This is an optimization exercise on Yosys and OpenROAD, whose aim is small area, a short achievable clock period and few clock cycles per item, not a production implementation. The RTL was checked by simulation tests, not by an equivalence proof against the original design.

==> flow/design.v, too long to show whole: its modules and the start of the top module <==
// module sine_lut: 261 lines
// module tone_core: 2372 lines
// module fa_x: 10 lines
// module ha_x: 9 lines
module tone_core (
    input  wire        clk,
    input  wire        rst,
    input  wire        in_valid,
    output wire        in_ready,
    input  wire [1:0]  op,           
    input  wire [15:0] sample,
    input  wire [31:0] now,
    output reg         out_valid,
    output reg         emit_valid,
    output wire [11:0] emit12,
    output wire [7:0]  emitq,
    output reg         cand_valid,
    output reg  [10:0] cand,
    output reg         retuned,
    output wire [10:0] freq_o,
    output wire [11:0] wave12_o
);
  // ...
==> flow/flow/run.sh <==
#!/bin/bash
# The standard layout with two changes: plain buf_1 cells as the port buffers
# that the standard flow inserts at every input and output, and clock tree
# synthesis without dummy loads.
set -euo pipefail
bash standard.sh finish \
  "BUFFER_PORTS_ARGS=-buffer_cell sky130_fd_sc_hd__buf_1" \
  "CTS_ARGS=-sink_clustering_enable -repair_clock_nets -dont_use_dummy_load" \
  > orfs_make.log 2>&1
==> flow/standard.sh <==
#!/bin/bash
# synth_recipe.tcl (not shown) runs the flow's synth.tcl, then flattens the netlist and writes it again
# the make line also repeats each setting of config.mk as NAME=value (left out here)
make -C /OpenROAD-flow-scripts/flow DESIGN_CONFIG=/design/flow/config.mk WORK_HOME=/design/flow/orfs CLKGATE_MAP_FILE= SYNTH_SCRIPT=/design/flow/synth_recipe.tcl "${@:-finish}"
==> flow/config.mk <==
export PLATFORM = sky130hd
export DESIGN_NAME = tone_core
export DESIGN_NICKNAME = tone_core
export VERILOG_FILES = /design/flow/design.v
export SDC_FILE = /design/flow/constraint.sdc
export NUM_CORES = 4
export LEC_CHECK = 0
export CAP_MARGIN = 20
export CORE_MARGIN = 2
export CORE_UTILIZATION = 55
export SLEW_MARGIN = 20
export SYNTH_HIERARCHICAL = 1
export SYNTH_MEMORY_MAX_BITS = 16384
==> flow/constraint.sdc <==
create_clock -name core_clock -period 45.0 [get_ports {clk}]
set_input_delay 9.0000 -clock core_clock [delete_from_list [all_inputs] [get_ports {clk}]]
set_output_delay 9.0000 -clock core_clock [all_outputs]
set_load 0.01 [all_outputs]
==> metrics.md, run 1 <==
| Metric | Value |
|---|---|
| Critical Setup Path Class | `reg2out` |
| Post-synthesis adder-cell area fraction | `0.3295` |
| Final routed wirelength across all metal layers | `64.41 mm` |
| Most common cell after layout, fill and taps aside | `sky130_fd_sc_hd__ha_1` |
| Kind of start point of the critical path | `flop` |
| Yosys cell types | `90` |
| Ranking of synthesized cells by area | `sky130_fd_sc_hd__ha_1 22%, sky130_fd_sc_hd__dfxtp_1 16%, sky130_fd_sc_hd__edfxtp_1 12%` |
| Crit path max fanout | `3` |
| Clock network latency to the later pin of the worst-skew pair | `560 ps` |
| Crit path capture | `emitq[3]` |
| Largest registers in the final layout | `last_ts: 32 flops, n0: 32 flops, upd_ts: 32 flops` |
| Class of the tightest hold or removal check | `reg2reg` |
| Count of inserted antenna diode cells | `0` |
| Detailed placement HPWL | `49.64 mm` |
| Result of the run | `finished clean` |
| Crit path capture type | `output port` |
| Number of DRC markers in iteration 0 | `1,330` |
| Vias in the first global route | `20,882` |
| Number of placed I/O pins | `112` |
| Warning count from the yosys run | `8` |
| Vert. Die Dim | `229.4 um` |
| Dominant register cell in the synthesized netlist | `sky130_fd_sc_hd__dfxtp_1` |
| Cell chain of the critical path | `buf_1` |
| Share of layout cells above drive strength 1 | `0.04642` |
| Clock tree cell share of total cell area | `0.03282` |
| Delay contributed by the slowest stage of the critical path | `360 ps` |
| Pin count of the biggest net entering global routing | `71` |
| Mean area per synthesized cell | `9.589 sq um` |
| Parity-gate share of the synthesized area counting xor and xnor cells | `0.03583` |
| Multi-In Gates | `2,223` |
| Design area | `29,730 sq um` |
| Fraction of post-synthesis cell area in the top cell type by area | `0.2177` |
Testbench counts, summed over its fixed seeds: cycles 24,336, items 24,000.
==> module sine_lut, before the edit <==
module sine_lut (
    input  wire [7:0]  idx,
    output reg  [10:0] val
);
    always @(*) begin
        case (idx)
            8'd0: val = 11'd0;
            8'd1: val = 11'd13;
            8'd2: val = 11'd26;
            8'd3: val = 11'd39;
            8'd4: val = 11'd51;
            8'd5: val = 11'd64;
            8'd6: val = 11'd77;
            8'd7: val = 11'd90;
            8'd8: val = 11'd103;
            8'd9: val = 11'd116;
            8'd10: val = 11'd129;
            8'd11: val = 11'd141;
            8'd12: val = 11'd154;
            8'd13: val = 11'd167;
            8'd14: val = 11'd180;
            8'd15: val = 11'd193;
            8'd16: val = 11'd205;
            8'd17: val = 11'd218;
            8'd18: val = 11'd231;
            8'd19: val = 11'd244;
            8'd20: val = 11'd257;
            8'd21: val = 11'd269;
            8'd22: val = 11'd282;
            8'd23: val = 11'd295;
            8'd24: val = 11'd308;
            8'd25: val = 11'd320;
            8'd26: val = 11'd333;
            8'd27: val = 11'd346;
            8'd28: val = 11'd358;
            8'd29: val = 11'd371;
            8'd30: val = 11'd384;
            8'd31: val = 11'd396;
            8'd32: val = 11'd409;
            8'd33: val = 11'd421;
            8'd34: val = 11'd434;
            8'd35: val = 11'd447;
            8'd36: val = 11'd459;
            8'd37: val = 11'd472;
            8'd38: val = 11'd484;
            8'd39: val = 11'd497;
            8'd40: val = 11'd509;
            8'd41: val = 11'd522;
            8'd42: val = 11'd534;
            8'd43: val = 11'd546;
            8'd44: val = 11'd559;
            8'd45: val = 11'd571;
            8'd46: val = 11'd583;
            8'd47: val = 11'd596;
            8'd48: val = 11'd608;
            8'd49: val = 11'd620;
            8'd50: val = 11'd633;
            8'd51: val = 11'd645;
            8'd52: val = 11'd657;
            8'd53: val = 11'd669;
            8'd54: val = 11'd681;
            8'd55: val = 11'd693;
            8'd56: val = 11'd705;
            8'd57: val = 11'd718;
            8'd58: val = 11'd730;
            8'd59: val = 11'd742;
            8'd60: val = 11'd754;
            8'd61: val = 11'd765;
            8'd62: val = 11'd777;
            8'd63: val = 11'd789;
            8'd64: val = 11'd801;
            8'd65: val = 11'd813;
            8'd66: val = 11'd825;
            8'd67: val = 11'd837;
            8'd68: val = 11'd848;
            8'd69: val = 11'd860;
            8'd70: val = 11'd872;
            8'd71: val = 11'd883;
            8'd72: val = 11'd895;
            8'd73: val = 11'd906;
            8'd74: val = 11'd918;
            8'd75: val = 11'd929;
            8'd76: val = 11'd941;
            8'd77: val = 11'd952;
            8'd78: val = 11'd964;
            8'd79: val = 11'd975;
            8'd80: val = 11'd986;
            8'd81: val = 11'd997;
            8'd82: val = 11'd1009;
            8'd83: val = 11'd1020;
            8'd84: val = 11'd1031;
            8'd85: val = 11'd1042;
            8'd86: val = 11'd1053;
            8'd87: val = 11'd1064;
            8'd88: val = 11'd1075;
            8'd89: val = 11'd1086;
            8'd90: val = 11'd1097;
            8'd91: val = 11'd1108;
            8'd92: val = 11'd1118;
            8'd93: val = 11'd1129;
            8'd94: val = 11'd1140;
            8'd95: val = 11'd1151;
            8'd96: val = 11'd1161;
            8'd97: val = 11'd1172;
            8'd98: val = 11'd1182;
            8'd99: val = 11'd1193;
            8'd100: val = 11'd1203;
            8'd101: val = 11'd1214;
            8'd102: val = 11'd1224;
            8'd103: val = 11'd1234;
            8'd104: val = 11'd1244;
            8'd105: val = 11'd1255;
            8'd106: val = 11'd1265;
            8'd107: val = 11'd1275;
            8'd108: val = 11'd1285;
            8'd109: val = 11'd1295;
            8'd110: val = 11'd1305;
            8'd111: val = 11'd1315;
            8'd112: val = 11'd1325;
            8'd113: val = 11'd1334;
            8'd114: val = 11'd1344;
            8'd115: val = 11'd1354;
            8'd116: val = 11'd1363;
            8'd117: val = 11'd1373;
            8'd118: val = 11'd1382;
            8'd119: val = 11'd1392;
            8'd120: val = 11'd1401;
            8'd121: val = 11'd1411;
            8'd122: val = 11'd1420;
            8'd123: val = 11'd1429;
            8'd124: val = 11'd1438;
            8'd125: val = 11'd1447;
            8'd126: val = 11'd1457;
            8'd127: val = 11'd1466;
            8'd128: val = 11'd1474;
            8'd129: val = 11'd1483;
            8'd130: val = 11'd1492;
            8'd131: val = 11'd1501;
            8'd132: val = 11'd1510;
            8'd133: val = 11'd1518;
            8'd134: val = 11'd1527;
            8'd135: val = 11'd1535;
            8'd136: val = 11'd1544;
            8'd137: val = 11'd1552;
            8'd138: val = 11'd1561;
            8'd139: val = 11'd1569;
            8'd140: val = 11'd1577;
            8'd141: val = 11'd1585;
            8'd142: val = 11'd1594;
            8'd143: val = 11'd1602;
            8'd144: val = 11'd1610;
            8'd145: val = 11'd1617;
            8'd146: val = 11'd1625;
            8'd147: val = 11'd1633;
            8'd148: val = 11'd1641;
            8'd149: val = 11'd1648;
            8'd150: val = 11'd1656;
            8'd151: val = 11'd1664;
            8'd152: val = 11'd1671;
            8'd153: val = 11'd1678;
            8'd154: val = 11'd1686;
            8'd155: val = 11'd1693;
            8'd156: val = 11'd1700;
            8'd157: val = 11'd1707;
            8'd158: val = 11'd1714;
            8'd159: val = 11'd1721;
            8'd160: val = 11'd1728;
            8'd161: val = 11'd1735;
            8'd162: val = 11'd1742;
            8'd163: val = 11'd1749;
            8'd164: val = 11'd1755;
            8'd165: val = 11'd1762;
            8'd166: val = 11'd1768;
            8'd167: val = 11'd1775;
            8'd168: val = 11'd1781;
            8'd169: val = 11'd1788;
            8'd170: val = 11'd1794;
            8'd171: val = 11'd1800;
            8'd172: val = 11'd1806;
            8'd173: val = 11'd1812;
            8'd174: val = 11'd1818;
            8'd175: val = 11'd1824;
            8'd176: val = 11'd1830;
            8'd177: val = 11'd1835;
            8'd178: val = 11'd1841;
            8'd179: val = 11'd1847;
            8'd180: val = 11'd1852;
            8'd181: val = 11'd1858;
            8'd182: val = 11'd1863;
            8'd183: val = 11'd1868;
            8'd184: val = 11'd1873;
            8'd185: val = 11'd1879;
            8'd186: val = 11'd1884;
            8'd187: val = 11'd1889;
            8'd188: val = 11'd1894;
            8'd189: val = 11'd1898;
            8'd190: val = 11'd1903;
            8'd191: val = 11'd1908;
            8'd192: val = 11'd1913;
            8'd193: val = 11'd1917;
            8'd194: val = 11'd1922;
            8'd195: val = 11'd1926;
            8'd196: val = 11'd1930;
            8'd197: val = 11'd1935;
            8'd198: val = 11'd1939;
            8'd199: val = 11'd1943;
            8'd200: val = 11'd1947;
            8'd201: val = 11'd1951;
            8'd202: val = 11'd1955;
            8'd203: val = 11'd1958;
            8'd204: val = 11'd1962;
            8'd205: val = 11'd1966;
            8'd206: val = 11'd1969;
            8'd207: val = 11'd1973;
            8'd208: val = 11'd1976;
            8'd209: val = 11'd1979;
            8'd210: val = 11'd1983;
            8'd211: val = 11'd1986;
            8'd212: val = 11'd1989;
            8'd213: val = 11'd1992;
            8'd214: val = 11'd1995;
            8'd215: val = 11'd1998;
            8'd216: val = 11'd2000;
            8'd217: val = 11'd2003;
            8'd218: val = 11'd2006;
            8'd219: val = 11'd2008;
            8'd220: val = 11'd2011;
            8'd221: val = 11'd2013;
            8'd222: val = 11'd2015;
            8'd223: val = 11'd2018;
            8'd224: val = 11'd2020;
            8'd225: val = 11'd2022;
            8'd226: val = 11'd2024;
            8'd227: val = 11'd2026;
            8'd228: val = 11'd2027;
            8'd229: val = 11'd2029;
            8'd230: val = 11'd2031;
            8'd231: val = 11'd2032;
            8'd232: val = 11'd2034;
            8'd233: val = 11'd2035;
            8'd234: val = 11'd2037;
            8'd235: val = 11'd2038;
            8'd236: val = 11'd2039;
            8'd237: val = 11'd2040;
            8'd238: val = 11'd2041;
            8'd239: val = 11'd2042;
            8'd240: val = 11'd2043;
            8'd241: val = 11'd2044;
            8'd242: val = 11'd2044;
            8'd243: val = 11'd2045;
            8'd244: val = 11'd2046;
            8'd245: val = 11'd2046;
            8'd246: val = 11'd2046;
            8'd247: val = 11'd2047;
            8'd248: val = 11'd2047;
            8'd249: val = 11'd2047;
            8'd250: val = 11'd2047;
            default: val = 11'd0;
        endcase
    end
endmodule
==> run 2: changes to the inputs <==
--- a/flow/design.v
+++ b/flow/design.v
@@ -1,266 +1,266 @@
 module sine_lut (
     input  wire [7:0]  idx,
-    output reg  [10:0] val
+    output reg  [8:0]  val
 );
     always @(*) begin
         case (idx)
-            8'd0: val = 11'd0;
-            8'd1: val = 11'd13;
-            8'd2: val = 11'd26;
-            8'd3: val = 11'd39;
-            8'd4: val = 11'd51;
-            8'd5: val = 11'd64;
-            8'd6: val = 11'd77;
-            8'd7: val = 11'd90;
-            8'd8: val = 11'd103;
-            8'd9: val = 11'd116;
-            8'd10: val = 11'd129;
-            8'd11: val = 11'd141;
-            8'd12: val = 11'd154;
-            8'd13: val = 11'd167;
-            8'd14: val = 11'd180;
-            8'd15: val = 11'd193;
-            8'd16: val = 11'd205;
-            8'd17: val = 11'd218;
-            8'd18: val = 11'd231;
-            8'd19: val = 11'd244;
-            8'd20: val = 11'd257;
-            8'd21: val = 11'd269;
-            8'd22: val = 11'd282;
-            8'd23: val = 11'd295;
-            8'd24: val = 11'd308;
-            8'd25: val = 11'd320;
-            8'd26: val = 11'd333;
-            8'd27: val = 11'd346;
-            8'd28: val = 11'd358;
-            8'd29: val = 11'd371;
-            8'd30: val = 11'd384;
-            8'd31: val = 11'd396;
-            8'd32: val = 11'd409;
-            8'd33: val = 11'd421;
-            8'd34: val = 11'd434;
-            8'd35: val = 11'd447;
-            8'd36: val = 11'd459;
-            8'd37: val = 11'd472;
-            8'd38: val = 11'd484;
-            8'd39: val = 11'd497;
-            8'd40: val = 11'd509;
-            8'd41: val = 11'd522;
-            8'd42: val = 11'd534;
-            8'd43: val = 11'd546;
-            8'd44: val = 11'd559;
-            8'd45: val = 11'd571;
-            8'd46: val = 11'd583;
-            8'd47: val = 11'd596;
-            8'd48: val = 11'd608;
-            8'd49: val = 11'd620;
-            8'd50: val = 11'd633;
-            8'd51: val = 11'd645;
-            8'd52: val = 11'd657;
-            8'd53: val = 11'd669;
-            8'd54: val = 11'd681;
-            8'd55: val = 11'd693;
-            8'd56: val = 11'd705;
-            8'd57: val = 11'd718;
-            8'd58: val = 11'd730;
-            8'd59: val = 11'd742;
-            8'd60: val = 11'd754;
-            8'd61: val = 11'd765;
-            8'd62: val = 11'd777;
-            8'd63: val = 11'd789;
-            8'd64: val = 11'd801;
-            8'd65: val = 11'd813;
-            8'd66: val = 11'd825;
-            8'd67: val = 11'd837;
-            8'd68: val = 11'd848;
-            8'd69: val = 11'd860;
-            8'd70: val = 11'd872;
-            8'd71: val = 11'd883;
-            8'd72: val = 11'd895;
-            8'd73: val = 11'd906;
-            8'd74: val = 11'd918;
-            8'd75: val = 11'd929;
-            8'd76: val = 11'd941;
-            8'd77: val = 11'd952;
-            8'd78: val = 11'd964;
-            8'd79: val = 11'd975;
-            8'd80: val = 11'd986;
-            8'd81: val = 11'd997;
-            8'd82: val = 11'd1009;
-            8'd83: val = 11'd1020;
-            8'd84: val = 11'd1031;
-            8'd85: val = 11'd1042;
-            8'd86: val = 11'd1053;
-            8'd87: val = 11'd1064;
-            8'd88: val = 11'd1075;
-            8'd89: val = 11'd1086;
-            8'd90: val = 11'd1097;
-            8'd91: val = 11'd1108;
-            8'd92: val = 11'd1118;
-            8'd93: val = 11'd1129;
-            8'd94: val = 11'd1140;
-            8'd95: val = 11'd1151;
-            8'd96: val = 11'd1161;
-            8'd97: val = 11'd1172;
-            8'd98: val = 11'd1182;
-            8'd99: val = 11'd1193;
-            8'd100: val = 11'd1203;
-            8'd101: val = 11'd1214;
-            8'd102: val = 11'd1224;
-            8'd103: val = 11'd1234;
-            8'd104: val = 11'd1244;
-            8'd105: val = 11'd1255;
-            8'd106: val = 11'd1265;
-            8'd107: val = 11'd1275;
-            8'd108: val = 11'd1285;
-            8'd109: val = 11'd1295;
-            8'd110: val = 11'd1305;
-            8'd111: val = 11'd1315;
-            8'd112: val = 11'd1325;
-            8'd113: val = 11'd1334;
-            8'd114: val = 11'd1344;
-            8'd115: val = 11'd1354;
-            8'd116: val = 11'd1363;
-            8'd117: val = 11'd1373;
-            8'd118: val = 11'd1382;
-            8'd119: val = 11'd1392;
-            8'd120: val = 11'd1401;
-            8'd121: val = 11'd1411;
-            8'd122: val = 11'd1420;
-            8'd123: val = 11'd1429;
-            8'd124: val = 11'd1438;
-            8'd125: val = 11'd1447;
-            8'd126: val = 11'd1457;
-            8'd127: val = 11'd1466;
-            8'd128: val = 11'd1474;
-            8'd129: val = 11'd1483;
-            8'd130: val = 11'd1492;
-            8'd131: val = 11'd1501;
-            8'd132: val = 11'd1510;
-            8'd133: val = 11'd1518;
-            8'd134: val = 11'd1527;
-            8'd135: val = 11'd1535;
-            8'd136: val = 11'd1544;
-            8'd137: val = 11'd1552;
-            8'd138: val = 11'd1561;
-            8'd139: val = 11'd1569;
-            8'd140: val = 11'd1577;
-            8'd141: val = 11'd1585;
-            8'd142: val = 11'd1594;
-            8'd143: val = 11'd1602;
-            8'd144: val = 11'd1610;
-            8'd145: val = 11'd1617;
-            8'd146: val = 11'd1625;
-            8'd147: val = 11'd1633;
-            8'd148: val = 11'd1641;
-            8'd149: val = 11'd1648;
-            8'd150: val = 11'd1656;
-            8'd151: val = 11'd1664;
-            8'd152: val = 11'd1671;
-            8'd153: val = 11'd1678;
-            8'd154: val = 11'd1686;
-            8'd155: val = 11'd1693;
-            8'd156: val = 11'd1700;
-            8'd157: val = 11'd1707;
-            8'd158: val = 11'd1714;
-            8'd159: val = 11'd1721;
-            8'd160: val = 11'd1728;
-            8'd161: val = 11'd1735;
-            8'd162: val = 11'd1742;
-            8'd163: val = 11'd1749;
-            8'd164: val = 11'd1755;
-            8'd165: val = 11'd1762;
-            8'd166: val = 11'd1768;
-            8'd167: val = 11'd1775;
-            8'd168: val = 11'd1781;
-            8'd169: val = 11'd1788;
-            8'd170: val = 11'd1794;
-            8'd171: val = 11'd1800;
-            8'd172: val = 11'd1806;
-            8'd173: val = 11'd1812;
-            8'd174: val = 11'd1818;
-            8'd175: val = 11'd1824;
-            8'd176: val = 11'd1830;
-            8'd177: val = 11'd1835;
-            8'd178: val = 11'd1841;
-            8'd179: val = 11'd1847;
-            8'd180: val = 11'd1852;
-            8'd181: val = 11'd1858;
-            8'd182: val = 11'd1863;
-            8'd183: val = 11'd1868;
-            8'd184: val = 11'd1873;
-            8'd185: val = 11'd1879;
-            8'd186: val = 11'd1884;
-            8'd187: val = 11'd1889;
-            8'd188: val = 11'd1894;
-            8'd189: val = 11'd1898;
-            8'd190: val = 11'd1903;
-            8'd191: val = 11'd1908;
-            8'd192: val = 11'd1913;
-            8'd193: val = 11'd1917;
-            8'd194: val = 11'd1922;
-            8'd195: val = 11'd1926;
-            8'd196: val = 11'd1930;
-            8'd197: val = 11'd1935;
-            8'd198: val = 11'd1939;
-            8'd199: val = 11'd1943;
-            8'd200: val = 11'd1947;
-            8'd201: val = 11'd1951;
-            8'd202: val = 11'd1955;
-            8'd203: val = 11'd1958;
-            8'd204: val = 11'd1962;
-            8'd205: val = 11'd1966;
-            8'd206: val = 11'd1969;
-            8'd207: val = 11'd1973;
-            8'd208: val = 11'd1976;
-            8'd209: val = 11'd1979;
-            8'd210: val = 11'd1983;
-            8'd211: val = 11'd1986;
-            8'd212: val = 11'd1989;
-            8'd213: val = 11'd1992;
-            8'd214: val = 11'd1995;
-            8'd215: val = 11'd1998;
-            8'd216: val = 11'd2000;
-            8'd217: val = 11'd2003;
-            8'd218: val = 11'd2006;
-            8'd219: val = 11'd2008;
-            8'd220: val = 11'd2011;
-            8'd221: val = 11'd2013;
-            8'd222: val = 11'd2015;
-            8'd223: val = 11'd2018;
-            8'd224: val = 11'd2020;
-            8'd225: val = 11'd2022;
-            8'd226: val = 11'd2024;
-            8'd227: val = 11'd2026;
-            8'd228: val = 11'd2027;
-            8'd229: val = 11'd2029;
-            8'd230: val = 11'd2031;
-            8'd231: val = 11'd2032;
-            8'd232: val = 11'd2034;
-            8'd233: val = 11'd2035;
-            8'd234: val = 11'd2037;
-            8'd235: val = 11'd2038;
-            8'd236: val = 11'd2039;
-            8'd237: val = 11'd2040;
-            8'd238: val = 11'd2041;
-            8'd239: val = 11'd2042;
-            8'd240: val = 11'd2043;
-            8'd241: val = 11'd2044;
-            8'd242: val = 11'd2044;
-            8'd243: val = 11'd2045;
-            8'd244: val = 11'd2046;
-            8'd245: val = 11'd2046;
-            8'd246: val = 11'd2046;
-            8'd247: val = 11'd2047;
-            8'd248: val = 11'd2047;
-            8'd249: val = 11'd2047;
-            8'd250: val = 11'd2047;
-            default: val = 11'd0;
+            8'd0: val = 9'd0;
+            8'd1: val = 9'd5;
+            8'd2: val = 9'd10;
+            8'd3: val = 9'd15;
+            8'd4: val = 9'd19;
+            8'd5: val = 9'd24;
+            8'd6: val = 9'd29;
+            8'd7: val = 9'd34;
+            8'd8: val = 9'd39;
+            8'd9: val = 9'd44;
+            8'd10: val = 9'd49;
+            8'd11: val = 9'd53;
+            8'd12: val = 9'd58;
+            8'd13: val = 9'd63;
+            8'd14: val = 9'd68;
+            8'd15: val = 9'd73;
+            8'd16: val = 9'd77;
+            8'd17: val = 9'd82;
+            8'd18: val = 9'd87;
+            8'd19: val = 9'd92;
+            8'd20: val = 9'd97;
+            8'd21: val = 9'd101;
+            8'd22: val = 9'd106;
+            8'd23: val = 9'd111;
+            8'd24: val = 9'd116;
+            8'd25: val = 9'd120;
+            8'd26: val = 9'd125;
+            8'd27: val = 9'd130;
+            8'd28: val = 9'd134;
+            8'd29: val = 9'd139;
+            8'd30: val = 9'd144;
+            8'd31: val = 9'd148;
+            8'd32: val = 9'd153;
+            8'd33: val = 9'd157;
+            8'd34: val = 9'd162;
+            8'd35: val = 9'd167;
+            8'd36: val = 9'd171;
+            8'd37: val = 9'd176;
+            8'd38: val = 9'd180;
+            8'd39: val = 9'd185;
+            8'd40: val = 9'd189;
+            8'd41: val = 9'd194;
+            8'd42: val = 9'd198;
+            8'd43: val = 9'd202;
+            8'd44: val = 9'd207;
+            8'd45: val = 9'd211;
+            8'd46: val = 9'd215;
+            8'd47: val = 9'd220;
+            8'd48: val = 9'd224;
+            8'd49: val = 9'd228;
+            8'd50: val = 9'd233;
+            8'd51: val = 9'd237;
+            8'd52: val = 9'd241;
+            8'd53: val = 9'd245;
+            8'd54: val = 9'd249;
+            8'd55: val = 9'd253;
+            8'd56: val = 9'd257;
+            8'd57: val = 9'd262;
+            8'd58: val = 9'd266;
+            8'd59: val = 9'd270;
+            8'd60: val = 9'd274;
+            8'd61: val = 9'd277;
+            8'd62: val = 9'd281;
+            8'd63: val = 9'd285;
+            8'd64: val = 9'd289;
+            8'd65: val = 9'd293;
+            8'd66: val = 9'd297;
+            8'd67: val = 9'd301;
+            8'd68: val = 9'd304;
+            8'd69: val = 9'd308;
+            8'd70: val = 9'd312;
+            8'd71: val = 9'd315;
+            8'd72: val = 9'd319;
+            8'd73: val = 9'd322;
+            8'd74: val = 9'd326;
+            8'd75: val = 9'd329;
+            8'd76: val = 9'd333;
+            8'd77: val = 9'd336;
+            8'd78: val = 9'd340;
+            8'd79: val = 9'd343;
+            8'd80: val = 9'd346;
+            8'd81: val = 9'd349;
+            8'd82: val = 9'd353;
+            8'd83: val = 9'd356;
+            8'd84: val = 9'd359;
+            8'd85: val = 9'd362;
+            8'd86: val = 9'd365;
+            8'd87: val = 9'd368;
+            8'd88: val = 9'd371;
+            8'd89: val = 9'd374;
+            8'd90: val = 9'd377;
+            8'd91: val = 9'd380;
+            8'd92: val = 9'd382;
+            8'd93: val = 9'd385;
+            8'd94: val = 9'd388;
+            8'd95: val = 9'd391;
+            8'd96: val = 9'd393;
+            8'd97: val = 9'd396;
+            8'd98: val = 9'd398;
+            8'd99: val = 9'd401;
+            8'd100: val = 9'd403;
+            8'd101: val = 9'd406;
+            8'd102: val = 9'd408;
+            8'd103: val = 9'd410;
+            8'd104: val = 9'd412;
+            8'd105: val = 9'd415;
+            8'd106: val = 9'd417;
+            8'd107: val = 9'd419;
+            8'd108: val = 9'd421;
+            8'd109: val = 9'd423;
+            8'd110: val = 9'd425;
+            8'd111: val = 9'd427;
+            8'd112: val = 9'd429;
+            8'd113: val = 9'd430;
+            8'd114: val = 9'd432;
+            8'd115: val = 9'd434;
+            8'd116: val = 9'd435;
+            8'd117: val = 9'd437;
+            8'd118: val = 9'd438;
+            8'd119: val = 9'd440;
+            8'd120: val = 9'd441;
+            8'd121: val = 9'd443;
+            8'd122: val = 9'd444;
+            8'd123: val = 9'd445;
+            8'd124: val = 9'd446;
+            8'd125: val = 9'd447;
+            8'd126: val = 9'd449;
+            8'd127: val = 9'd450;
+            8'd128: val = 9'd450;
+            8'd129: val = 9'd451;
+            8'd130: val = 9'd452;
+            8'd131: val = 9'd453;
+            8'd132: val = 9'd454;
+            8'd133: val = 9'd454;
+            8'd134: val = 9'd455;
+            8'd135: val = 9'd455;
+            8'd136: val = 9'd456;
+            8'd137: val = 9'd456;
+            8'd138: val = 9'd457;
+            8'd139: val = 9'd457;
+            8'd140: val = 9'd457;
+            8'd141: val = 9'd457;
+            8'd142: val = 9'd458;
+            8'd143: val = 9'd458;
+            8'd144: val = 9'd458;
+            8'd145: val = 9'd457;
+            8'd146: val = 9'd457;
+            8'd147: val = 9'd457;
+            8'd148: val = 9'd457;
+            8'd149: val = 9'd456;
+            8'd150: val = 9'd456;
+            8'd151: val = 9'd456;
+            8'd152: val = 9'd455;
+            8'd153: val = 9'd454;
+            8'd154: val = 9'd454;
+            8'd155: val = 9'd453;
+            8'd156: val = 9'd452;
+            8'd157: val = 9'd451;
+            8'd158: val = 9'd450;
+            8'd159: val = 9'd449;
+            8'd160: val = 9'd448;
+            8'd161: val = 9'd447;
+            8'd162: val = 9'd446;
+            8'd163: val = 9'd445;
+            8'd164: val = 9'd443;
+            8'd165: val = 9'd442;
+            8'd166: val = 9'd440;
+            8'd167: val = 9'd439;
+            8'd168: val = 9'd437;
+            8'd169: val = 9'd436;
+            8'd170: val = 9'd434;
+            8'd171: val = 9'd432;
+            8'd172: val = 9'd430;
+            8'd173: val = 9'd428;
+            8'd174: val = 9'd426;
+            8'd175: val = 9'd424;
+            8'd176: val = 9'd422;
+            8'd177: val = 9'd419;
+            8'd178: val = 9'd417;
+            8'd179: val = 9'd415;
+            8'd180: val = 9'd412;
+            8'd181: val = 9'd410;
+            8'd182: val = 9'd407;
+            8'd183: val = 9'd404;
+            8'd184: val = 9'd401;
+            8'd185: val = 9'd399;
+            8'd186: val = 9'd396;
+            8'd187: val = 9'd393;
+            8'd188: val = 9'd390;
+            8'd189: val = 9'd386;
+            8'd190: val = 9'd383;
+            8'd191: val = 9'd380;
+            8'd192: val = 9'd377;
+            8'd193: val = 9'd373;
+            8'd194: val = 9'd370;
+            8'd195: val = 9'd366;
+            8'd196: val = 9'd362;
+            8'd197: val = 9'd359;
+            8'd198: val = 9'd355;
+            8'd199: val = 9'd351;
+            8'd200: val = 9'd347;
+            8'd201: val = 9'd343;
+            8'd202: val = 9'd339;
+            8'd203: val = 9'd334;
+            8'd204: val = 9'd330;
+            8'd205: val = 9'd326;
+            8'd206: val = 9'd321;
+            8'd207: val = 9'd317;
+            8'd208: val = 9'd312;
+            8'd209: val = 9'd307;
+            8'd210: val = 9'd303;
+            8'd211: val = 9'd298;
+            8'd212: val = 9'd293;
+            8'd213: val = 9'd288;
+            8'd214: val = 9'd283;
+            8'd215: val = 9'd278;
+            8'd216: val = 9'd272;
+            8'd217: val = 9'd267;
+            8'd218: val = 9'd262;
+            8'd219: val = 9'd256;
+            8'd220: val = 9'd251;
+            8'd221: val = 9'd245;
+            8'd222: val = 9'd239;
+            8'd223: val = 9'd234;
+            8'd224: val = 9'd228;
+            8'd225: val = 9'd222;
+            8'd226: val = 9'd216;
+            8'd227: val = 9'd210;
+            8'd228: val = 9'd203;
+            8'd229: val = 9'd197;
+            8'd230: val = 9'd191;
+            8'd231: val = 9'd184;
+            8'd232: val = 9'd178;
+            8'd233: val = 9'd171;
+            8'd234: val = 9'd165;
+            8'd235: val = 9'd158;
+            8'd236: val = 9'd151;
+            8'd237: val = 9'd144;
+            8'd238: val = 9'd137;
+            8'd239: val = 9'd130;
+            8'd240: val = 9'd123;
+            8'd241: val = 9'd116;
+            8'd242: val = 9'd108;
+            8'd243: val = 9'd101;
+            8'd244: val = 9'd94;
+            8'd245: val = 9'd86;
+            8'd246: val = 9'd78;
+            8'd247: val = 9'd71;
+            8'd248: val = 9'd63;
+            8'd249: val = 9'd55;
+            8'd250: val = 9'd47;
+            default: val = 9'd0;
         endcase
     end
 endmodule
 module tone_core (
     input  wire        clk,
     input  wire        rst,
     input  wire        in_valid,
     output wire        in_ready,
@@ -276,33 +276,33 @@
     output reg         retuned,
     output wire [10:0] freq_o,
     output wire [11:0] wave12_o
 );
     reg        rdy;           
     reg        rdy_o;         
     reg        v0;
     reg [1:0]  op0;
-    reg [15:0] s0;
+    reg [11:0] s0;            
     reg [31:0] n0;
     assign in_ready = rdy_o;
     always @(posedge clk) begin
         if (rst) v0 <= 1'b0;
         else if (rdy) v0 <= in_valid;
         if (rdy) begin
             op0 <= op;
-            s0  <= sample;
+            s0  <= sample[11:0] | {12{|sample[15:12]}};
             n0  <= now;
         end
     end
     reg [31:0] last_ts;
     reg [10:0] freq;
     reg [31:0] upd_ts;
     wire go = v0 & rdy;       
-    wire [11:0] s12 = s0[11:0] | {12{|s0[15:12]}};
+    wire [11:0] s12 = s0;
     wire mc_t1, mc_t2;
     ha_x u_mc_t1 (.a(~s12[7]), .b(s12[4]), .s(mc_t1), .co(mc_t2));
     wire mc_t3, mc_t4;
     ha_x u_mc_t3 (.a(~s12[8]), .b(s12[5]), .s(mc_t3), .co(mc_t4));
     wire mc_t5, mc_t6;
     ha_x u_mc_t5 (.a(~s12[9]), .b(s12[6]), .s(mc_t5), .co(mc_t6));
     wire mc_t7, mc_t8;
     ha_x u_mc_t7 (.a(~s12[10]), .b(s12[7]), .s(mc_t7), .co(mc_t8));
@@ -2604,18 +2604,37 @@
     wire li_s1 = hx[1] ^ li_g0;
     wire li_s2 = li_p2 ^ li_G1;
     wire li_s3 = hx[3] ^ li_G9;
     wire li_s4 = li_p4 ^ li_G5;
     wire li_s5 = li_p5 ^ li_G10;
     wire li_s6 = li_p6 ^ li_G8;
     wire li_s7 = li_p7 ^ li_G11;
     wire [7:0] li = {li_s7, li_s6, li_s5, li_s4, li_s3, li_s2, li_s1, li_p0};
-    wire [10:0] tv;
-    sine_lut u_lut (.idx(li), .val(tv));
+    wire [8:0]  tf;
+    sine_lut u_lut (.idx(li), .val(tf));
+    wire [10:0] tv_r0 = {li[7], li[6], tf[8], tf[7], tf[6], tf[5], tf[4], tf[3], tf[2], tf[1], tf[0]};
+    wire [10:0] tv_r1 = {1'b0, 1'b0, li[5], li[4], li[3], li[2], li[1], li[0], 1'b0, 1'b0, 1'b0};
+    wire tv_s3, tv_c3;
+    ha_x u_tv_s3 (.a(tf[3]), .b(li[0]), .s(tv_s3), .co(tv_c3));
+    wire tv_s4, tv_c4;
+    fa_x u_tv_s4 (.a(tf[4]), .b(li[1]), .c(tv_c3), .s(tv_s4), .co(tv_c4));
+    wire tv_s5, tv_c5;
+    fa_x u_tv_s5 (.a(tf[5]), .b(li[2]), .c(tv_c4), .s(tv_s5), .co(tv_c5));
+    wire tv_s6, tv_c6;
+    fa_x u_tv_s6 (.a(tf[6]), .b(li[3]), .c(tv_c5), .s(tv_s6), .co(tv_c6));
+    wire tv_s7, tv_c7;
+    fa_x u_tv_s7 (.a(tf[7]), .b(li[4]), .c(tv_c6), .s(tv_s7), .co(tv_c7));
+    wire tv_s8, tv_c8;
+    fa_x u_tv_s8 (.a(tf[8]), .b(li[5]), .c(tv_c7), .s(tv_s8), .co(tv_c8));
+    wire tv_s9, tv_c9;
+    ha_x u_tv_s9 (.a(li[6]), .b(tv_c8), .s(tv_s9), .co(tv_c9));
+    wire tv_s10, tv_c10;
+    ha_x u_tv_s10 (.a(li[7]), .b(tv_c9), .s(tv_s10), .co(tv_c10));
+    wire [10:0] tv = {tv_s10, tv_s9, tv_s8, tv_s7, tv_s6, tv_s5, tv_s4, tv_s3, tf[2], tf[1], tf[0]};
     wire [10:0] tn = neg3 ? (~tv + 11'd1) : tv;
     wire [11:0] w  = {~neg3 | (tv == 11'd0), tn};
     reg [10:0] freq_r;
     reg [11:0] wave_r;
     always @(posedge clk) begin
         if (rst) out_valid <= 1'b0;
         else     out_valid <= v3;
         if (rst_r)           freq_r <= 11'd0;
==> flow/flow/run.sh (replaced) <==
#!/bin/bash
# The standard layout with two changes: plain buf_1 cells as the port buffers
# that the standard flow inserts at every input and output, and clock tree
# synthesis with larger sink clusters and without dummy loads.
set -euo pipefail
bash standard.sh finish \
  "BUFFER_PORTS_ARGS=-buffer_cell sky130_fd_sc_hd__buf_1" \
  "CTS_ARGS=-sink_clustering_enable -sink_clustering_size 30 -sink_clustering_max_diameter 100 -repair_clock_nets -dont_use_dummy_load" \
  > orfs_make.log 2>&1
==> metrics.md, run 2 <==
| Metric | Value |
|---|---|
| Count of inserted antenna diode cells | `0 (unchanged)` |
| Min cycle time layout | `10,100 ps` |
| Worst R2R Start | `k2$_DFF_P_` |
| Number of instances in the synthesized netlist | `2,806` |
| Number of buffer and inverter stages on the critical path | `1` |
| Vert. Die Dim | `227.8 um (-0.69%)` |
| Post-route DRC violation count | `0` |
| Initial antenna violation count | `0` |
| First-pass GRT wire length | `103.7 mm` |
| Fraction of post-synthesis cell area in the top cell type by area | `0.2230 (+0.005347)` |
| Final routed wirelength across all metal layers | `62.85 mm (-2.4%)` |
| I/O Buffers | `111` |
| Warning count from the yosys run | `8 (unchanged)` |
| Share of layout cells above drive strength 1 | `0.03958 (-0.006849)` |
| Dominant cell type by area after synthesis | `sky130_fd_sc_hd__ha_1` |
| Number of buffers inserted during clock tree synthesis | `18` |
| Slack of the worst reg-to-reg path | `35,100 ps` |
| Layout Nets | `3,537` |
| Arrival time worst endpoint | `1100 ps` |
| Crit path capture type | `output port` |
| Average via count per standard cell | `5.704` |
| Number of placed I/O pins | `112 (unchanged)` |
| Most common cell in the netlist | `sky130_fd_sc_hd__ha_1` |
| Yosys cell types | `85 (-5.6%)` |
| Pins Over Slew Limit | `0` |
| Setup tns final | `0 ps` |
| Top Family by Delay on Critical Path | `flip-flops` |
| Setup Viol. Count Final | `0` |
| Post-cts sizing count | `0` |
| Critical Setup Path Class | `reg2out` |
| Die area | `51,890 sq um` |
| Delay contributed by the slowest stage of the critical path | `320 ps (-40 ps)` |
| Number of violations of the max-capacitance limit | `0` |
| Unrepaired setup endpoints after global routing | `no` |
| Post-synthesis register bit count | `329` |
| Mapped cell area | `27,540 sq um` |
| # rows | `82` |
| Instance count along the most critical hold path | `0` |
| Most used cells in the layout excluding fill and tap cells | `490 x sky130_fd_sc_hd__ha_1, 419 x sky130_fd_sc_hd__nor2_1, 222 x sky130_fd_sc_hd__dfxtp_1` |
| M2 GR Usage | `0.4281` |
| Die W | `227.8 um` |
| Highest attainable clock frequency | `0.09903 GHz` |
| Area grow syn2layout | `4.406%` |
| Final weighted congestion of routability-driven global placement | `0.8893` |
| Hold buffer count at cts | `0` |
| Via Count | `19,975` |
| Count of clock tree sinks | `329` |
| Mean area per synthesized cell | `9.816 sq um (+2.4%)` |
| Met3 track demand over resource | `0.02413` |
| Initial Utilization | `0.5535` |
| Result of the run | `finished clean` |
| Worst Hold End | `cand3[7]$_DFF_P_` |
| Required time at the worst-slack endpoint | `36,000 ps` |
| Cell at the slowest stage of the critical path | `sky130_fd_sc_hd__dfxtp_1` |
| Largest registers in the final layout | `last_ts: 32 flops, n0: 32 flops, upd_ts: 32 flops` |
| Cell chain of the critical path | `buf_1` |
| Final Hold Fails | `0` |
| Worst-Margin Slew | `1093 ps` |
| Number of flops mapped to enable cells by yosys | `105` |
| Number of DRC markers in iteration 0 | `1,221 (-8.2%)` |
| Met1 track utilization from global routing | `0.3233` |
| Overall overflow remaining after global route | `0` |
| Max_slew headroom | `0.2526` |
| Pin count of the biggest net entering global routing | `95 (+34%)` |
| Dominant register cell in the synthesized netlist | `sky130_fd_sc_hd__dfxtp_1` |
| Routed length per placed instance | `17.95 um` |
| Max H-tree Level | `1` |
| Ranking of synthesized cells by area | `sky130_fd_sc_hd__ha_1 22%, sky130_fd_sc_hd__dfxtp_1 16%, sky130_fd_sc_hd__fa_1 12%` |
| Floorplan core area | `49,760 sq um` |
| Leading post-synthesis cells by instance count | `491 x sky130_fd_sc_hd__ha_1, 419 x sky130_fd_sc_hd__nor2_1, 224 x sky130_fd_sc_hd__dfxtp_1` |
| Final clock skew | `105.8 ps` |
| Post-synth ARST share | `0` |
| Clock root buffer master | `sky130_fd_sc_hd__clkbuf_16` |
| Detailed placement HPWL | `48.45 mm (-2.4%)` |
| Part of the cycle the worst path needs | `0.2244` |
| CTS tree | `done` |
| Global-route usage over all layers | `0.2427` |
| Reg2reg end | `wave_r[10]$_DFF_P_` |
| Post-CTS Setup Bufs | `0` |
| Crit path max fanout | `1 (-2)` |
| Clock-pin transition on the worst setup and hold timing paths | `100 ps` |
| Antenna viol nets, final | `0` |
| Kind of start point of the critical path | `flop` |
| Number of cells traversed by the worst register-to-register path | `33` |
| Critical hold path startpoint | `cand2[7]$_DFF_P_` |
| GR peak layer | `met2` |
| Number of iterations in the first detailed-routing pass | `5` |
| Most common cell after layout, fill and taps aside | `sky130_fd_sc_hd__ha_1` |
| Class of the tightest hold or removal check | `reg2reg` |
| Clock Tree Buf Depth | `3` |
| Vias in the first global route | `20,268 (-2.9%)` |
| Share of synthesized area occupied by flip-flops and latches | `0.2773` |
| Clock network latency to the later pin of the worst-skew pair | `570 ps (about the same)` |
run 2: cell type report:
class                      instances  area (sq um)
fill                            4520         21000
multi-input combinational       2144         18430
sequential                       329          7645
tap                              672         840.8
inverter                         199         754.5
timing repair buffer             140         634.4
clock buffer                      18         450.4
run 2: modules after synthesis (local to each module, per instance):
module / flops+latches / area, sq um / cells
sine_lut: 0 / 2467 / 395
ha_x: 0 / 12.51 / 1
tone_core: 329 / 17390 / 1893
fa_x: 0 / 20.02 / 1
run 2: per-layer routing:
layer	part of all wire	wire [um]	vias to the layer above
li1	-	-	9799
met1	0.45	28520	9685
met2	0.49	30660	419
met3	0.039	2471	72
met4	0.019	1198	0
met5	0	0	-
run 2: cells by family after synthesis:
logic type      after synthesis  share of synthesized area
other cells                   1                  0.0001361
compound gates              507                     0.1250
buf+inv                     338                    0.05656
simple gates                763                     0.1268
flops                       329                     0.2773
mux                         105                    0.03884
fa+ha+maj                   652                     0.3401
xor+xnor                    111                    0.03530
run 2: how the worst max path moves through the flow:
stage	from	to	slack [ps]	cells past startpoint
6_report	out_valid$_SDFF_PP0_	out_valid	34900	1
5_1_grt	k2$_DFF_P_	wave_r[10]$_DFF_P_	34370	33
4_1_cts	out_valid$_SDFF_PP0_	out_valid	34860	1
3_5_place_dp	sample[13]	s0[2]$_DFFE_PP_	34600	3
3_3_place_gp	sample[13]	s0[4]$_DFFE_PP_	34690	3
2_1_floorplan	sample[13]	s0[10]$_DFFE_PP_	34980	3
run 2: per-stage QoR:
step                        util  hold slack (ps)  instance area [sq um]  worst slack, ps  instances
after floorplan                -            309.6                  27560            34980       2811
after global placement    0.5684            312.4                  28280            34690       3484
after detailed placement  0.5688            314.3                  28300            34600       3484
after CTS                 0.5778            298.6                  28750            34860       3502
after global routing      0.5779            314.0                  28760            34370       3502
final                     0.5779            296.8                  28760            34900       3502
Testbench counts of run 2, summed over its fixed seeds: cycles 24,336, items 24,000.
==> run 3: changes to the inputs <==
==> flow/flow/run.sh (replaced) <==
#!/bin/bash
# The standard layout with two changes: plain buf_1 cells as the port buffers
# that the standard flow inserts at every input and output, and clock tree
# synthesis without dummy loads.
set -euo pipefail
bash standard.sh finish \
  "BUFFER_PORTS_ARGS=-buffer_cell sky130_fd_sc_hd__buf_1" \
  "CTS_ARGS=-sink_clustering_enable -repair_clock_nets -dont_use_dummy_load" \
  > orfs_make.log 2>&1
==> metrics.md, run 3 <==
| Metric | Value |
|---|---|
| CTS tree | `done` |
| Cell at the slowest stage of the critical path | `sky130_fd_sc_hd__dfxtp_1` |
| Placement-stage cell area | `28,300 sq um (unchanged)` |
| Pin count of the biggest net entering global routing | `95 (unchanged)` |
| Detailed placement HPWL | `48.45 mm (unchanged)` |
| Clock network latency to the later pin of the worst-skew pair | `570 ps (about the same)` |
| Average via count per standard cell | `5.695 (-0.16%)` |
| Number of instances in the synthesized netlist | `2,806 (unchanged)` |
| Final weighted congestion of routability-driven global placement | `0.8893 (unchanged)` |
| Arrival time worst endpoint | `1120 ps (+20 ps)` |
| Critical Path Stages | `1 (unchanged)` |
| Post-synthesis register bit count | `329 (unchanged)` |
| Largest registers in the final layout | `last_ts: 32 flops, n0: 32 flops, upd_ts: 32 flops` |
| Most common cell in the netlist | `sky130_fd_sc_hd__ha_1` |
| Max H-tree Level | `2 (+1)` |
| Final routed wirelength across all metal layers | `63.36 mm (+0.81%)` |
| Clock root buffer master | `sky130_fd_sc_hd__clkbuf_16` |
| Critical Setup Path Class | `reg2out` |
| Unrepaired setup endpoints after global routing | `no` |
| Warning count from the yosys run | `8 (unchanged)` |
| Setup slack after placement | `34,600 ps (unchanged)` |
| Vert. Die Dim | `227.8 um (unchanged)` |
| Cell chain of the critical path | `buf_1` |
| Min cycle time layout | `10,120 ps (+21.20 ps)` |
| Number of violations of the max-capacitance limit | `0 (unchanged)` |
| Most common cell after layout, fill and taps aside | `sky130_fd_sc_hd__ha_1` |
| Number of flops mapped to enable cells by yosys | `105 (unchanged)` |
| Via Count | `20,063 (+0.44%)` |
| Crit path max fanout | `1 (unchanged)` |
| Vias in the first global route | `20,381 (+0.56%)` |
| Max_slew headroom | `0.2456 (-0.007022)` |
| Share of layout cells above drive strength 1 | `0.04665 (+0.007074)` |
| Overall overflow remaining after global route | `0 (unchanged)` |
| Pins Over Slew Limit | `0 (unchanged)` |
| Clock-pin transition on the worst setup and hold timing paths | `50 ps (-50 ps)` |
| Number of buffers inserted during clock tree synthesis | `39 (+21)` |
| Count of clock tree sinks | `329 (unchanged)` |
| Clock Tree Buf Depth | `3 (unchanged)` |
| Post-cts sizing count | `0 (unchanged)` |
| Setup Viol. Count Final | `0 (unchanged)` |
| Result of the run | `finished clean` |
| Fraction of post-synthesis cell area in the top cell type by area | `0.2230 (unchanged)` |
| Part of the cycle the worst path needs | `0.2249 (+0.0004711)` |
| Count of inserted antenna diode cells | `0 (unchanged)` |
| Highest attainable clock frequency | `0.09882 GHz (-0.21%)` |
| Number of buffer and inverter stages on the critical path | `1 (unchanged)` |
| Die W | `227.8 um (unchanged)` |
| Number of cells traversed by the worst register-to-register path | `33 (unchanged)` |
| Dominant register cell in the synthesized netlist | `sky130_fd_sc_hd__dfxtp_1` |
| Share of synthesized area occupied by flip-flops and latches | `0.2773 (unchanged)` |
| Crit path capture type | `output port` |
| Design area | `29,280 sq um (+1.8%)` |
| Number of DRC markers in iteration 0 | `1,156 (-5.3%)` |
| Hold buffer count at cts | `0 (unchanged)` |
| Antenna viol nets, final | `0 (unchanged)` |
| Post-synth ARST share | `0 (unchanged)` |
| Final clock skew | `68.96 ps (-36.87 ps)` |
| Worst hold margin | `314.8 ps (+17.98 ps)` |
| Layout Nets | `3,558 (+0.59%)` |
| Initial antenna violation count | `0 (unchanged)` |
| Mapped cell area | `27,540 sq um (unchanged)` |
| Final Hold Fails | `0 (unchanged)` |
| Worst-Margin Slew | `1103 ps (+10.27 ps)` |
| Dominant cell type by area after synthesis | `sky130_fd_sc_hd__ha_1` |
| Most used cells in the layout excluding fill and tap cells | `490 x sky130_fd_sc_hd__ha_1, 419 x sky130_fd_sc_hd__nor2_1, 222 x sky130_fd_sc_hd__dfxtp_1` |
| Post-route DRC violation count | `0 (unchanged)` |
| Routed length per placed instance | `17.98 um (+0.20%)` |
| # rows | `82 (unchanged)` |
| Floorplan core area | `49,760 sq um (unchanged)` |
| Kind of start point of the critical path | `flop` |
| Mean area per synthesized cell | `9.816 sq um (unchanged)` |
| Post-CTS Setup Bufs | `0 (unchanged)` |
| I/O Buffers | `111 (unchanged)` |
| First-pass GRT wire length | `104.7 mm (+0.92%)` |
| Initial Utilization | `0.5535 (unchanged)` |
| Final critical-path setup slack | `34,880 ps (-21.20 ps)` |
| Delay contributed by the slowest stage of the critical path | `310 ps (about the same)` |
| Area grow syn2layout | `6.314%` |
| Setup tns final | `0 ps (unchanged)` |
| Yosys cell types | `85 (unchanged)` |
| Number of placed I/O pins | `112 (unchanged)` |
| Global-route usage over all layers | `0.2463 (+0.003547)` |
| Top Family by Delay on Critical Path | `flip-flops` |
| Required time at the worst-slack endpoint | `36,000 ps (about the same)` |
| Instance count along the most critical hold path | `0 (unchanged)` |
| Number of iterations in the first detailed-routing pass | `5 (unchanged)` |
| Ranking of synthesized cells by area | `sky130_fd_sc_hd__ha_1 22%, sky130_fd_sc_hd__dfxtp_1 16%, sky130_fd_sc_hd__fa_1 12%` |
| Die area | `51,890 sq um (unchanged)` |
| Class of the tightest hold or removal check | `reg2reg` |
| Leading post-synthesis cells by instance count | `491 x sky130_fd_sc_hd__ha_1, 419 x sky130_fd_sc_hd__nor2_1, 224 x sky130_fd_sc_hd__dfxtp_1` |
## run 3: per-stage QoR
step / instances / util
3_3_place_gp: 3484 / 0.5684
4_1_cts: 3523 / 0.5884
6_report: 3523 / 0.5885
3_5_place_dp: 3484 / 0.5688
2_1_floorplan: 2811 / -
5_1_grt: 3523 / 0.5885
## run 3: metal layers
metal	share of wire	track usage	vias to the layer above
li1	-	-	9835
met5	0	0	-
met2	0.48	0.4275	457
met3	0.046	0.03138	97
met1	0.45	0.3248	9674
met4	0.022	0.06373	0
## run 3: worst reg2reg max path, delay by kind of cell, from the launching register on
family | cells | cell delay [ps]
AO/OA/AOI/OAI | 8 | 2220
XOR/XNOR | 2 | 320
adder cells (fa/ha/maj) | 10 | 3300
buffers and inverters | 4 | 1500
flip-flops | 1 | 340
AND/OR/NAND/NOR | 9 | 2230
## run 3: logic make-up (layout without fill, tap and decap cells)
| logic type | count (synthesis) | after routing | synth area share |
|---|---|---|---|
| multiplexers | 105 | 105 | 0.03884 |
| flip-flops | 329 | 329 | 0.2773 |
| other | 1 | 6 | 0.0001361 |
| XOR/XNOR | 111 | 111 | 0.03530 |
| buffers and inverters | 338 | 378 | 0.05656 |
| AO/OA/AOI/OAI | 507 | 507 | 0.1250 |
| AND/OR/NAND/NOR | 763 | 763 | 0.1268 |
| adder cells (fa/ha/maj) | 652 | 652 | 0.3401 |
## run 3: path summary, 6_finish.rpt
| kind | from | endpoint | slack, ps |
|---|---|---|---|
| min reg2reg | cand2[7]$_DFF_P_ | cand3[7]$_DFF_P_ | 310 |
| max | out_valid$_SDFF_PP0_ | out_valid | 34880 |
| min | cand2[7]$_DFF_P_ | cand3[7]$_DFF_P_ | 310 |
| max reg2reg | k2$_DFF_P_ | wave_r[10]$_DFF_P_ | 35040 |
## run 3: modules after synthesis (local to each module, per instance)
module     copies in the design  area [sq um]
ha_x                        357         12.51
tone_core                     1         17390
fa_x                        161         20.02
sine_lut                      1          2467
## run 3: layout make-up
cell class              count  area, sq um
well taps                 672        840.8
flip-flops and latches    329         7645
inverters                 199        754.5
clock buffers              39        975.9
multi-input cells        2144        18430
repair buffers            140        634.4
fillers                  4477        20480

## afterwards: timing with drivers on the ports
How much do the figures lean on ideal ports? The routed layouts below were timed once more, with nothing changed but the port constraints.
Step 1: set_driving_cell puts a clkbuf_16 on clk and a buf_2 on each other input, an assumption about the parent block.
Step 2, shift: input delay + t, output delay - t, t = (earliest + latest rising clock arrival at the registers) / 2. This alone moves slack from input paths to output paths.
Slacks: no drivers / after step 1 / after step 2; pairs: no drivers / after step 1.
| run | t, ns | setup WS [ns] | worst setup path at the end | clock arrival spread, ns |
|---|---|---|---|---|
| run 1 | 0.598 | 34.916 / 34.854 / 35.367 | input to register | 0.052 / 0.052 |
| run 2 | 0.575 | 34.902 / 34.842 / 34.668 | input to register | 0.107 / 0.107 |
| run 3 | 0.593 | 34.881 / 34.822 / 34.629 | input to register | 0.073 / 0.072 |
After both steps setup and hold are still met in every run listed. For run 3, which loses most, drivers alone change the setup slack by -0.059 ns; drivers and shift together by -0.252 ns.
